From an optimization exercise on the open Yosys and OpenROAD flow, aimed at a short achievable clock period and few clock cycles per item; shortcuts taken in it are not production practice. At most, simulation tests tie the RTL to the original design; equivalence was not proved. Power and IR drop assume default switching activity.

sierra:
Design most_rbc, start of the top module:
module most_rbc (
    input  wire        clk,
    input  wire        rst,
    input  wire        req_valid,
    input  wire        req_op,             
    input  wire [1:0]  req_half,           
    input  wire [31:0] req_frames,         
    input  wire [31:0] req_ring_frames,    
    input  wire [31:0] req_period_frames,  
    input  wire [7:0]  req_width,          
    input  wire        req_endian,         
    input  wire [15:0] req_channels,       
    output reg         rsp_valid,
    output reg         rsp_err,
    output reg         rsp_pe,
    output reg  [31:0] rsp_bufpos,
    output reg  [31:0] rsp_perpos,
    output wire [1:0]  ring_half,
    output wire        ring_rd_en,
    output wire [31:0] ring_rd_addr,
    input  wire [7:0]  ring_rd_data,
    output wire        ring_wr_en,
    output wire [31:0] ring_wr_addr,
    output wire [7:0]  ring_wr_data,
    output wire        unit_rd_en,
    output wire [31:0] unit_rd_addr,
    input  wire [7:0]  unit_rd_data,
    output wire        unit_wr_en,
    output wire [31:0] unit_wr_addr,
    output wire [7:0]  unit_wr_data
);
For scale: ~4700 cells after synthesis, ~360 I/O pins, about 61000 um^2 of cells after synthesis.
Settings: LEC_CHECK=0, CAP_MARGIN=20, CORE_MARGIN=2, CORE_UTILIZATION=55, GPL_TIMING_DRIVEN=0, SLEW_MARGIN=20; clock period 10.0 ns.
standard.sh (not shown) runs the stock make flow with config.mk's settings and CLKGATE_MAP_FILE= SYNTH_SCRIPT=/design/flow/synth_recipe.tcl, a recipe that flattens the netlist after the stock synthesis.
==> flow/flow/run.sh <==
#!/bin/bash
# Standard layout with three changes to how it is made (SDC unchanged):
# timing repair keeps a setup margin beyond the design's, cell sizing may
# change a cell's footprint, and ports are buffered with buf_4 cells.
# Full make output goes to standard.log here.
set -uo pipefail
bash standard.sh SETUP_SLACK_MARGIN=7.0 MATCH_CELL_FOOTPRINT=0 \
  "BUFFER_PORTS_ARGS=-buffer_cell sky130_fd_sc_hd__buf_4" finish > standard.log 2>&1
Inputs modified between sierra and xenon:
- CORE_UTILIZATION changed from 55 to 40
- GPL_TIMING_DRIVEN removed (was 0)
==> flow/flow/run.sh <==
#!/bin/bash
set -uo pipefail
bash standard.sh SETUP_SLACK_MARGIN=6.0 finish > standard.log 2>&1
Results
xenon leaves less setup margin than sierra. xenon vs. sierra: critical path depth went down by 15. Total of fill cells in the finished design ends up higher on xenon. Summary of xenon over sierra: met2 routing resource usage after global routing lower; post-route cell area lower.
--- input diff xenon..tundra ---
==> flow/flow/run.sh <==
#!/bin/bash
# Standard layout with three changes to how it is made (SDC unchanged):
# timing repair keeps a setup margin beyond the design's, cell sizing may
# change a cell's footprint, and ports are buffered with buf_4 cells.
# Full make output goes to standard.log here.
set -uo pipefail
bash standard.sh SETUP_SLACK_MARGIN=7.0 MATCH_CELL_FOOTPRINT=0 \
  "BUFFER_PORTS_ARGS=-buffer_cell sky130_fd_sc_hd__buf_4" finish > standard.log 2>&1
==> run summary <==
| cell area | lower: xenon |. Cmp xenon and tundra / period utilization / higher: xenon. Diff xenon -> tundra: first-iteration DRC count picked up an extra about 9%, average instance area after synthesis shows no meaningful change, post-detailed-routing wire length now larger.
No functional check of the RTL was part of any run of this note.

---

most_rbc, a different RTL version from the one above (not shown whole).
For scale: ~5,000 cells after synthesis, ~360 I/O pins.
==> flow/config.mk <==
export PLATFORM = sky130hd
export DESIGN_NAME = most_rbc
export DESIGN_NICKNAME = most_rbc
export VERILOG_FILES = /design/flow/design.v
export SDC_FILE = /design/flow/constraint.sdc
export NUM_CORES = 4
export LEC_CHECK = 0
export CAP_MARGIN = 20
export CORE_MARGIN = 2
export CORE_UTILIZATION = 60
export CTS_CLUSTER_DIAMETER = 60
export CTS_CLUSTER_SIZE = 20
export SLEW_MARGIN = 20
==> flow/constraint.sdc <==
create_clock -name core_clock -period 10.0 [get_ports {clk}]
set_input_delay 2.0000 -clock core_clock [delete_from_list [all_inputs] [get_ports {clk}]]
set_output_delay 2.0000 -clock core_clock [all_outputs]
set_load 0.01 [all_outputs]
==> flow/flow/run.sh <==
#!/bin/bash
# Standard layout with three changes to how it is made (SDC unchanged):
# timing repair keeps a setup margin beyond the design's, cell sizing may
# change a cell's footprint, and ports are buffered with buf_4 cells.
# Full make output goes to standard.log here.
set -uo pipefail
bash standard.sh SETUP_SLACK_MARGIN=7.0 MATCH_CELL_FOOTPRINT=0 \
  "BUFFER_PORTS_ARGS=-buffer_cell sky130_fd_sc_hd__buf_4" finish > standard.log 2>&1
Testbench counts at the start, summed over its fixed seeds: cycles 1,583,080, bytes 1,567,162.
Rerun with:
Settings changed: CORE_UTILIZATION 60 to 70.
The changed run produced a clean layout. Power decreases by 4.0%. Sequential power hardly moves. Non-clock buffer count increases by 17. Sequential cell count does not change. Global-route usage increases by 4.5 points. Cell count decreases by 2.4%. Combinational power is about the same. Setup slack improves by 0.016 ns. Routed wire length increases by 0.79%.
Rerun with:
Settings changed: CTS_CLUSTER_DIAMETER 60 to 80, CTS_CLUSTER_SIZE 20 to 28.
The new run finished clean. Register-to-register slack barely changes. Global-route usage came out lower by 0.62 points. Design area came out lower by 2.3%. Setup slack is about the same. Clock power came out lower by 31%. Cell count is lower by 1.3%. Combinational power barely changes.
Rerun with:
Settings changed: CORE_UTILIZATION 70 to 60, CTS_CLUSTER_DIAMETER 80 to unset, CTS_CLUSTER_SIZE 28 to unset.
Critical path depth does not change.
Fmax went down slightly.
Final area went up by a few percent.
Synthesized area stays the same.
Total power went up by a quarter to a third.
Clock-buffer cell count went up by 118.

---

most_rbc, a different RTL version from the one above (not shown whole).
For scale: about 1400 flip-flops, about 360 I/O pins.
export LEC_CHECK = 0
export CAP_MARGIN = 20
export CORE_MARGIN = 2
export CORE_UTILIZATION = 70
export CTS_CLUSTER_DIAMETER = 40
export CTS_CLUSTER_SIZE = 12
export SLEW_MARGIN = 20
create_clock -name core_clock -period 10.0 [get_ports {clk}]
Scripts as last shown in full above: flow/flow/run.sh
Then changed:
--- a/flow/config.mk
+++ b/flow/config.mk
@@ -11,2 +11,2 @@
-export CTS_CLUSTER_DIAMETER = 40
-export CTS_CLUSTER_SIZE = 12
+export CTS_CLUSTER_DIAMETER = 60
+export CTS_CLUSTER_SIZE = 20
Outcome: Power falls by roughly a tenth; setup slack gets better by 76 ps; non-clock buffer count decreases by 40; global-route usage went down by 1.7 points; flip-flop and latch count does not change; synthesized cell count is unchanged; die area stays the same.
No run of this note included a check of the RTL's function; only the layout flow was run.

---

Another version of the RTL of most_rbc (not shown whole).
Size in the first run: roughly 4,800 cells after synthesis, about 1,700 flip-flops, about 360 I/O pins, roughly 66,000 um^2 of cells after synthesis.
## most_rbc
module most_rbc (
    input  wire        clk,
    input  wire        rst,
    input  wire        req_valid,
    input  wire        req_op,             
    input  wire [1:0]  req_half,           
    input  wire [31:0] req_frames,         
    input  wire [31:0] req_ring_frames,    
    input  wire [31:0] req_period_frames,  
    input  wire [7:0]  req_width,          
    input  wire        req_endian,         
    input  wire [15:0] req_channels,       
    output reg         rsp_valid,
    output reg         rsp_err,
    output reg         rsp_pe,
    output reg  [31:0] rsp_bufpos,
    output reg  [31:0] rsp_perpos,
    output wire [1:0]  ring_half,
    output wire        ring_rd_en,
    output wire [31:0] ring_rd_addr,
    input  wire [7:0]  ring_rd_data,
    output wire        ring_wr_en,
    output wire [31:0] ring_wr_addr,
    output wire [7:0]  ring_wr_data,
    output wire        unit_rd_en,
    output wire [31:0] unit_rd_addr,
    input  wire [7:0]  unit_rd_data,
    output wire        unit_wr_en,
    output wire [31:0] unit_wr_addr,
    output wire [7:0]  unit_wr_data
);
export LEC_CHECK = 0
export CAP_MARGIN = 20
export CORE_MARGIN = 2
export CORE_UTILIZATION = 75
export CTS_CLUSTER_DIAMETER = 60
export CTS_CLUSTER_SIZE = 20
export SLEW_MARGIN = 20
create_clock -name core_clock -period 10.0 [get_ports {clk}]
==> flow/flow/run.sh <==
#!/bin/bash
# Standard layout with three changes to how it is made (SDC unchanged):
# timing repair keeps a setup margin beyond the design's, cell sizing may
# change a cell's footprint, and ports are buffered with buf_4 cells.
# Full make output goes to standard.log here.
set -uo pipefail
bash standard.sh SETUP_SLACK_MARGIN=7.3 MATCH_CELL_FOOTPRINT=0 \
  "BUFFER_PORTS_ARGS=-buffer_cell sky130_fd_sc_hd__buf_4" finish > standard.log 2>&1
The starting point passed the timing, DRC and antenna checks.
Testbench counts at the start, summed over its fixed seeds: cycles 1,583,080, bytes 1,567,162.
Next try:
--- a/flow/flow/run.sh
+++ b/flow/flow/run.sh
@@ -6,3 +6,3 @@
 set -uo pipefail
-bash standard.sh SETUP_SLACK_MARGIN=7.3 MATCH_CELL_FOOTPRINT=0 \
+bash standard.sh SETUP_SLACK_MARGIN=7.0 MATCH_CELL_FOOTPRINT=0 \
   "BUFFER_PORTS_ARGS=-buffer_cell sky130_fd_sc_hd__buf_4" finish > standard.log 2>&1
--- a/flow/config.mk
+++ b/flow/config.mk
@@ -9,3 +9,3 @@
 export CORE_MARGIN = 2
-export CORE_UTILIZATION = 75
+export CORE_UTILIZATION = 70
 export CTS_CLUSTER_DIAMETER = 60
Result: The changed run finished with timing, DRC and antenna clean. Routed wire length goes down by 14%. Global-route usage goes down by 5.1 points. Fmax goes up by 0.62%. Final area goes down by 1.9%.

-- what the ideal ports hide --
No port has a modelled driver above. Below, the same layouts with a new extraction and two added sets of constraints. Step 1: set_driving_cell puts a clkbuf_16 on clk and a buf_2 on each other input, an assumption about the parent block. Step 2, shift: input delay + t, output delay - t, t = (earliest + latest rising clock arrival at the registers) / 2. This alone moves slack from input paths to output paths. a / b / c = no drivers / after step 1 / after step 2; a / b = the first two.
| run | shift t [ns] | setup slack, ns | hold WS [ns] | worst setup path after step 2 |
|---|---|---|---|---|
| sierra | 0.827 | 6.368 / 6.368 / 6.368 | 0.326 / 0.326 / 0.326 | register to register |
| xenon | 0.853 | 6.080 / 6.000 / 6.232 | 0.325 / 0.325 / 0.325 | register to register |
| tundra | 0.855 | 6.512 / 6.436 / 6.655 | 0.322 / 0.322 / 0.322 | register to register |
| the first run of note 2 | 0.803 | 6.751 / 6.676 / 6.859 | 0.318 / 0.318 / 0.318 | register to register |
| the second run of note 2 | 0.798 | 6.767 / 6.687 / 6.902 | 0.329 / 0.329 / 0.329 | register to register |
| the third run of note 2 | 0.802 | 6.769 / 6.688 / 6.899 | 0.329 / 0.329 / 0.329 | register to register |
| the fourth run of note 2 | 0.824 | 6.729 / 6.656 / 6.889 | 0.324 / 0.324 / 0.324 | register to register |
| the first run of note 3 | 0.834 | 6.613 / 6.613 / 6.613 | 0.308 / 0.308 / 0.308 | register to register |
| the second run of note 3 | 0.780 | 6.689 / 6.683 / 6.689 | 0.309 / 0.309 / 0.309 | register to register |
| the first run of note 4 | 0.808 | 6.767 / 6.689 / 6.237 | 0.330 / 0.330 / 0.330 | input to register |
| the second run of note 4 | 0.777 | 6.787 / 6.713 / 6.181 | 0.325 / 0.325 / 0.325 | input to register |
After both steps every run listed still meets setup and hold. The setup slack of the second run of note 4, which loses most, moves by -0.074 ns with the drivers and by -0.606 ns with both steps.
